Background: an optimization exercise with open tools, aiming at small area, a short achievable clock period and few clock cycles per item. Do not read the settings as production practice.
RTL that was checked went through simulation tests only; none was proved equivalent to the original.

==> trial 7: inputs <==
// fce_tx
module fce_tx (
    input  wire        clk,
    input  wire        rst,
    input  wire        reg_wr,
    input  wire [4:0]  reg_addr,
    input  wire [31:0] reg_wdata,
    output reg  [31:0] reg_rdata,
    output wire        busy,
    output reg         mem_en,
    output reg  [3:0]  mem_we,
    output reg  [9:0]  mem_addr,
    output reg  [31:0] mem_wdata,
    input  wire [31:0] mem_rdata
);
clock: 6.5 ns
lec_check: 0
cap_margin: 20
core_margin: 2
core_utilization: 45
place_density: 0.6
setup_slack_margin: 2.2
slew_margin: 20
run.sh (not shown) runs the stock make flow with config.mk's settings and CLKGATE_MAP_FILE= SYNTH_SCRIPT=/design/flow/synth_recipe.tcl, a recipe that flattens the netlist after the stock synthesis.
==> trial 97: changes against trial 7 <==
--- a/flow/design.v
+++ b/flow/design.v
@@ -49,18 +49,18 @@
     reg        bad_q, lbad_q;                      
     reg        t_eth, t_ip, t_udp, t_tcp, t_csum;  
     reg        rd_act;      
     reg        rfirst;      
     reg [8:0]  maddr;       
     reg [9:0]  rrem;        
     reg [1:0]  elane;       
     reg [3:0]  mask_q;      
-    reg [15:0] acc_h, acc_l;  
-    reg [1:0]  ac_h, ac_l;    
+    reg [15:0] acc;         
+    reg [2:0]  ac;          
     reg        tact;        
     reg [3:0]  ti;          
     reg        tq_v;        
     reg        ipa, ipb;    
     reg        crdy;        
     reg [2:0]  hj;          
     reg [31:0] xq;          
     reg        xw;          
@@ -204,32 +204,39 @@
     wire [3:0]  ti_last  = t_tcp ? 4'd10 : 4'd9;
     wire [3:0]  ti_nx    = (ti == ti_glast) ? 4'd8 : (ti + 4'd1);
     wire [31:0] ip_ta    = {ip_ident, ip_ttl, a1[7:0]} & {32{ipb}};
     wire [31:0] term2    = (ip_addr & {32{ipa}}) | (a0 & {32{ipb}});
     wire        sw      = !off[0] && !t_ip;
     wire [31:0] term_s  = sw ? {term[23:16], term[31:24], term[7:0], term[15:8]} : term;
     wire [31:0] term_q  = (xq & {32{tq_v}}) | ip_ta;
     wire [31:0] mx = (mem_rdata & {{8{mask_q[3]}}, {8{mask_q[2]}}, {8{mask_q[1]}}, {8{mask_q[0]}}}) | term2;
-    function [19:0] acc_step(input [15:0] a, input [1:0] c, input [15:0] m, input [15:0] t);
-        reg [15:0] cs, cc;
-        reg [16:0] sum;
-        begin
-            cs  = a ^ m ^ t;
-            cc  = (a & m) | (a & t) | (m & t);
-            sum = {1'b0, cs} + {1'b0, cc[14:0], c[0]} + {16'd0, c[1]};
-            acc_step = {cc[15], sum[16], sum[15:0]};
-        end
+    function [18:0] csa_s(input [18:0] x, input [18:0] y, input [18:0] z);
+        csa_s = x ^ y ^ z;
+    endfunction
+    function [18:0] csa_c(input [18:0] x, input [18:0] y, input [18:0] z);
+        csa_c = {((x[17:0] & y[17:0]) | (x[17:0] & z[17:0]) | (y[17:0] & z[17:0])), 1'b0};
     endfunction
-    wire [19:0] acc_hn = acc_step(acc_h, ac_h, mx[31:16], term_q[31:16]);
-    wire [19:0] acc_ln = acc_step(acc_l, ac_l, mx[15:0],  term_q[15:0]);
-    wire [17:0] u    = {2'b00, acc_h} + {2'b00, acc_l} +
-                       {17'd0, ac_h[0]} + {17'd0, ac_h[1]} + {17'd0, ac_l[0]} + {17'd0, ac_l[1]};
-    wire [16:0] u1   = {1'b0, u[15:0]} + {15'd0, u[17:16]};
-    wire [15:0] f2   = u1[16] ? (u1[0] ? 16'd2 : 16'd1) : u1[15:0];
+    wire [18:0] o_a  = {3'd0, acc};
+    wire [18:0] o_e  = {16'd0, ac};
+    wire [18:0] o_th = {3'd0, term_q[31:16]};
+    wire [18:0] o_tl = {3'd0, term_q[15:0]};
+    wire [18:0] o_mh = {3'd0, mx[31:16]};
+    wire [18:0] o_ml = {3'd0, mx[15:0]};
+    wire [18:0] r_s  = csa_s(o_a, o_th, o_tl);
+    wire [18:0] r_c  = csa_c(o_a, o_th, o_tl);
+    wire [18:0] m_s  = csa_s(o_mh, o_ml, o_e);
+    wire [18:0] m_c  = csa_c(o_mh, o_ml, o_e);
+    wire [18:0] q_s  = csa_s(r_s, r_c, m_s);
+    wire [18:0] q_c  = csa_c(r_s, r_c, m_s);
+    wire [18:0] n_s  = csa_s(q_s, q_c, m_c);
+    wire [18:0] n_c  = csa_c(q_s, q_c, m_c);
+    wire [18:0] acc_n = n_s + n_c;
+    wire [16:0] tot  = {1'b0, acc} + {14'd0, ac};
+    wire [15:0] f2   = tot[16] ? {13'd0, tot[2:0] + 3'd1} : tot[15:0];
     wire [15:0] fold = sw ? {f2[7:0], f2[15:8]} : f2;
     wire fin = !rd_act && (mask_q == 4'b0000) && !tact && !tq_v;
     wire done_csum = t_csum && fin && !chk;    
     wire hdr_go = !t_csum && !rd_act && xw && !(tact && !t_ip) && !(chk && h_bad) && !bad_q && (((ovh | ovl) == 4'b0000) || crdy);
     wire done_hdr = hdr_go && wlast;
     wire [31:0] csum_ov;
     genvar gl;
     generate
@@ -358,20 +365,18 @@
                                      (w_more ? 4'b1111 : (4'b1111 >> (2'd3 - w_span[1:0]))))
                                   : 4'b0000;
             end else begin
                 rd_act <= w_hasrd;
                 rfirst <= 1'b1;
                 mask_q <= 4'b0000;
             end
             maddr  <= w_off[10:2] + (w_hasrd ? w_rskip : 9'd0);
-            acc_h  <= w_off[0] ? w_init : {w_init[7:0], w_init[15:8]};
-            acc_l  <= 16'd0;
-            ac_h   <= 2'd0;
-            ac_l   <= 2'd0;
+            acc    <= w_off[0] ? w_init : {w_init[7:0], w_init[15:8]};
+            ac     <= 3'd0;
             tact   <= !w_eth && !w_csum;
             tq_v   <= w_ip;
             ti     <= w_ip ? 4'd8 : 4'd0;
             crdy   <= 1'b0;
             hj     <= 3'd0;
             xq     <= g_cur;
             xw     <= 1'b1;
             weq    <= 4'b1111 << w_off[1:0];
@@ -388,18 +393,17 @@
                 rfirst <= 1'b0;
                 mask_q <= (rfirst ? (4'b1111 << al) : 4'b1111) &
                           ((rrem == 10'd0) ? (4'b1111 >> (2'd3 - elane)) : 4'b1111);
                 if (rrem == 10'd0)
                     rd_act <= 1'b0;
             end else begin
                 mask_q <= 4'b0000;
             end
-            {ac_h, acc_h} <= acc_hn;
-            {ac_l, acc_l} <= acc_ln;
+            {ac, acc} <= acc_n;
             tq_v   <= tact && !t_ip;
             if (tact) begin
                 ti <= ti_nx;
                 if (ti == ti_last)
                     tact <= 1'b0;
             end
             if (fin)
                 crdy <= 1'b1;
Settings changed: SETUP_SLACK_MARGIN 2.2 to 2.4.
==> trial 68: changes against trial 7 <==
--- a/flow/design.v
+++ b/flow/design.v
@@ -49,18 +49,18 @@
     reg        bad_q, lbad_q;                      
     reg        t_eth, t_ip, t_udp, t_tcp, t_csum;  
     reg        rd_act;      
     reg        rfirst;      
     reg [8:0]  maddr;       
     reg [9:0]  rrem;        
     reg [1:0]  elane;       
     reg [3:0]  mask_q;      
-    reg [15:0] acc_h, acc_l;  
-    reg [1:0]  ac_h, ac_l;    
+    reg [15:0] acc;         
+    reg [2:0]  ac;          
     reg        tact;        
     reg [3:0]  ti;          
     reg        tq_v;        
     reg        ipa, ipb;    
     reg        crdy;        
     reg [2:0]  hj;          
     reg [31:0] xq;          
     reg        xw;          
@@ -204,32 +204,39 @@
     wire [3:0]  ti_last  = t_tcp ? 4'd10 : 4'd9;
     wire [3:0]  ti_nx    = (ti == ti_glast) ? 4'd8 : (ti + 4'd1);
     wire [31:0] ip_ta    = {ip_ident, ip_ttl, a1[7:0]} & {32{ipb}};
     wire [31:0] term2    = (ip_addr & {32{ipa}}) | (a0 & {32{ipb}});
     wire        sw      = !off[0] && !t_ip;
     wire [31:0] term_s  = sw ? {term[23:16], term[31:24], term[7:0], term[15:8]} : term;
     wire [31:0] term_q  = (xq & {32{tq_v}}) | ip_ta;
     wire [31:0] mx = (mem_rdata & {{8{mask_q[3]}}, {8{mask_q[2]}}, {8{mask_q[1]}}, {8{mask_q[0]}}}) | term2;
-    function [19:0] acc_step(input [15:0] a, input [1:0] c, input [15:0] m, input [15:0] t);
-        reg [15:0] cs, cc;
-        reg [16:0] sum;
-        begin
-            cs  = a ^ m ^ t;
-            cc  = (a & m) | (a & t) | (m & t);
-            sum = {1'b0, cs} + {1'b0, cc[14:0], c[0]} + {16'd0, c[1]};
-            acc_step = {cc[15], sum[16], sum[15:0]};
-        end
+    function [18:0] csa_s(input [18:0] x, input [18:0] y, input [18:0] z);
+        csa_s = x ^ y ^ z;
+    endfunction
+    function [18:0] csa_c(input [18:0] x, input [18:0] y, input [18:0] z);
+        csa_c = {((x[17:0] & y[17:0]) | (x[17:0] & z[17:0]) | (y[17:0] & z[17:0])), 1'b0};
     endfunction
-    wire [19:0] acc_hn = acc_step(acc_h, ac_h, mx[31:16], term_q[31:16]);
-    wire [19:0] acc_ln = acc_step(acc_l, ac_l, mx[15:0],  term_q[15:0]);
-    wire [17:0] u    = {2'b00, acc_h} + {2'b00, acc_l} +
-                       {17'd0, ac_h[0]} + {17'd0, ac_h[1]} + {17'd0, ac_l[0]} + {17'd0, ac_l[1]};
-    wire [16:0] u1   = {1'b0, u[15:0]} + {15'd0, u[17:16]};
-    wire [15:0] f2   = u1[16] ? (u1[0] ? 16'd2 : 16'd1) : u1[15:0];
+    wire [18:0] o_a  = {3'd0, acc};
+    wire [18:0] o_e  = {16'd0, ac};
+    wire [18:0] o_th = {3'd0, term_q[31:16]};
+    wire [18:0] o_tl = {3'd0, term_q[15:0]};
+    wire [18:0] o_mh = {3'd0, mx[31:16]};
+    wire [18:0] o_ml = {3'd0, mx[15:0]};
+    wire [18:0] r_s  = csa_s(o_a, o_th, o_tl);
+    wire [18:0] r_c  = csa_c(o_a, o_th, o_tl);
+    wire [18:0] m_s  = csa_s(o_mh, o_ml, o_e);
+    wire [18:0] m_c  = csa_c(o_mh, o_ml, o_e);
+    wire [18:0] q_s  = csa_s(r_s, r_c, m_s);
+    wire [18:0] q_c  = csa_c(r_s, r_c, m_s);
+    wire [18:0] n_s  = csa_s(q_s, q_c, m_c);
+    wire [18:0] n_c  = csa_c(q_s, q_c, m_c);
+    wire [18:0] acc_n = n_s + n_c;
+    wire [16:0] tot  = {1'b0, acc} + {14'd0, ac};
+    wire [15:0] f2   = tot[16] ? {13'd0, tot[2:0] + 3'd1} : tot[15:0];
     wire [15:0] fold = sw ? {f2[7:0], f2[15:8]} : f2;
     wire fin = !rd_act && (mask_q == 4'b0000) && !tact && !tq_v;
     wire done_csum = t_csum && fin && !chk;    
     wire hdr_go = !t_csum && !rd_act && xw && !(tact && !t_ip) && !(chk && h_bad) && !bad_q && (((ovh | ovl) == 4'b0000) || crdy);
     wire done_hdr = hdr_go && wlast;
     wire [31:0] csum_ov;
     genvar gl;
     generate
@@ -358,20 +365,18 @@
                                      (w_more ? 4'b1111 : (4'b1111 >> (2'd3 - w_span[1:0]))))
                                   : 4'b0000;
             end else begin
                 rd_act <= w_hasrd;
                 rfirst <= 1'b1;
                 mask_q <= 4'b0000;
             end
             maddr  <= w_off[10:2] + (w_hasrd ? w_rskip : 9'd0);
-            acc_h  <= w_off[0] ? w_init : {w_init[7:0], w_init[15:8]};
-            acc_l  <= 16'd0;
-            ac_h   <= 2'd0;
-            ac_l   <= 2'd0;
+            acc    <= w_off[0] ? w_init : {w_init[7:0], w_init[15:8]};
+            ac     <= 3'd0;
             tact   <= !w_eth && !w_csum;
             tq_v   <= w_ip;
             ti     <= w_ip ? 4'd8 : 4'd0;
             crdy   <= 1'b0;
             hj     <= 3'd0;
             xq     <= g_cur;
             xw     <= 1'b1;
             weq    <= 4'b1111 << w_off[1:0];
@@ -388,18 +393,17 @@
                 rfirst <= 1'b0;
                 mask_q <= (rfirst ? (4'b1111 << al) : 4'b1111) &
                           ((rrem == 10'd0) ? (4'b1111 >> (2'd3 - elane)) : 4'b1111);
                 if (rrem == 10'd0)
                     rd_act <= 1'b0;
             end else begin
                 mask_q <= 4'b0000;
             end
-            {ac_h, acc_h} <= acc_hn;
-            {ac_l, acc_l} <= acc_ln;
+            {ac, acc} <= acc_n;
             tq_v   <= tact && !t_ip;
             if (tact) begin
                 ti <= ti_nx;
                 if (ti == ti_last)
                     tact <= 1'b0;
             end
             if (fin)
                 crdy <= 1'b1;
Settings changed: ABC_AREA from default to 1, SETUP_SLACK_MARGIN 2.2 to 1.8.
==> impl_metrics.toml <==
[floorplanning]
initial_utilization = 0.454

[layout]
seq_cell_count = 501
multi_input_gates = 3193

[timing]
post-route-period-util = 0.724

[power_and_ir_drop]
power_frac_comb = 0.184
power.internal_mw = 5.86
p_seq_frac = 0.410

[status]
status = "finished clean"

[setup_path]
cpLargestDelayFamily = "adder cells"

[hold_path]
worstHoldEndpoint = "a5[26]"
[end of results for trial 97]
==> impl_metrics.toml <==
[setup_path]
cpLargestDelayFamily = "buffers and inverters"

[layout]
seq_cell_count = 501
multi_input_gates = 3608

[power_and_ir_drop]
p_seq_frac = 0.333
power.internal_mw = 7.41

[status]
status = "finished clean"

[hold_path]
worstHoldEndpoint = "result[1]"
[end of results for trial 68]
==> impl_metrics.toml <==
[status]
status = "finished clean"

[power_and_ir_drop]
power.internal_mw = 8.50
p_seq_frac = 0.277
power_frac_comb = 0.472

[setup_path]
cpLargestDelayFamily = "adder cells"

[layout]
seq_cell_count = 518
multi_input_gates = 3469

[floorplanning]
initial_utilization = 0.455

[timing]
post-route-period-util = 0.886

[hold_path]
worstHoldEndpoint = "cmd_q[13]"
[end of results for trial 7]
Testbench counts of trial 97, summed over its fixed seeds: cycles 40,519, commands 908.
Testbench counts of trial 68, summed over its fixed seeds: cycles 40,519, commands 908.
Function not checked in trial 7: the RTL went through the layout flow alone.

-- afterwards: timing with drivers on the ports --
No port has a modelled driver above. Below, the same layouts with a new extraction and two added sets of constraints.
Step 1 (the two cells are an assumption about what drives the block):
set clk [get_ports {clk}]
set_driving_cell -lib_cell sky130_fd_sc_hd__clkbuf_16 $clk
set_driving_cell -lib_cell sky130_fd_sc_hd__buf_2 [delete_from_list [all_inputs] $clk]
Step 2 moves the port delays by t, midway between the first and last clock arrival at a register: inputs arrive t later, outputs are due t later. That takes back most of the time a late clock gives input paths.
a / b / c = ideal / step 1 / step 2; a / b = the first two.
run	shift t [ns]	setup slack, ns	worst hold slack (ns)	clock arrival spread, ns
trial 7	0.734	0.738 / 0.738 / 0.738	0.466 / 0.466 / 0.466	0.036 / 0.035
trial 97	0.739	1.795 / 1.797 / 1.107	0.467 / 0.467 / 0.467	0.024 / 0.024
trial 68	0.718	1.798 / 1.772 / 1.217	0.469 / 0.469 / 0.469	0.029 / 0.029
After both steps setup and hold are still met in every run listed. For trial 97, which loses most, drivers alone change the setup slack by +0.002 ns; drivers and shift together by -0.688 ns.
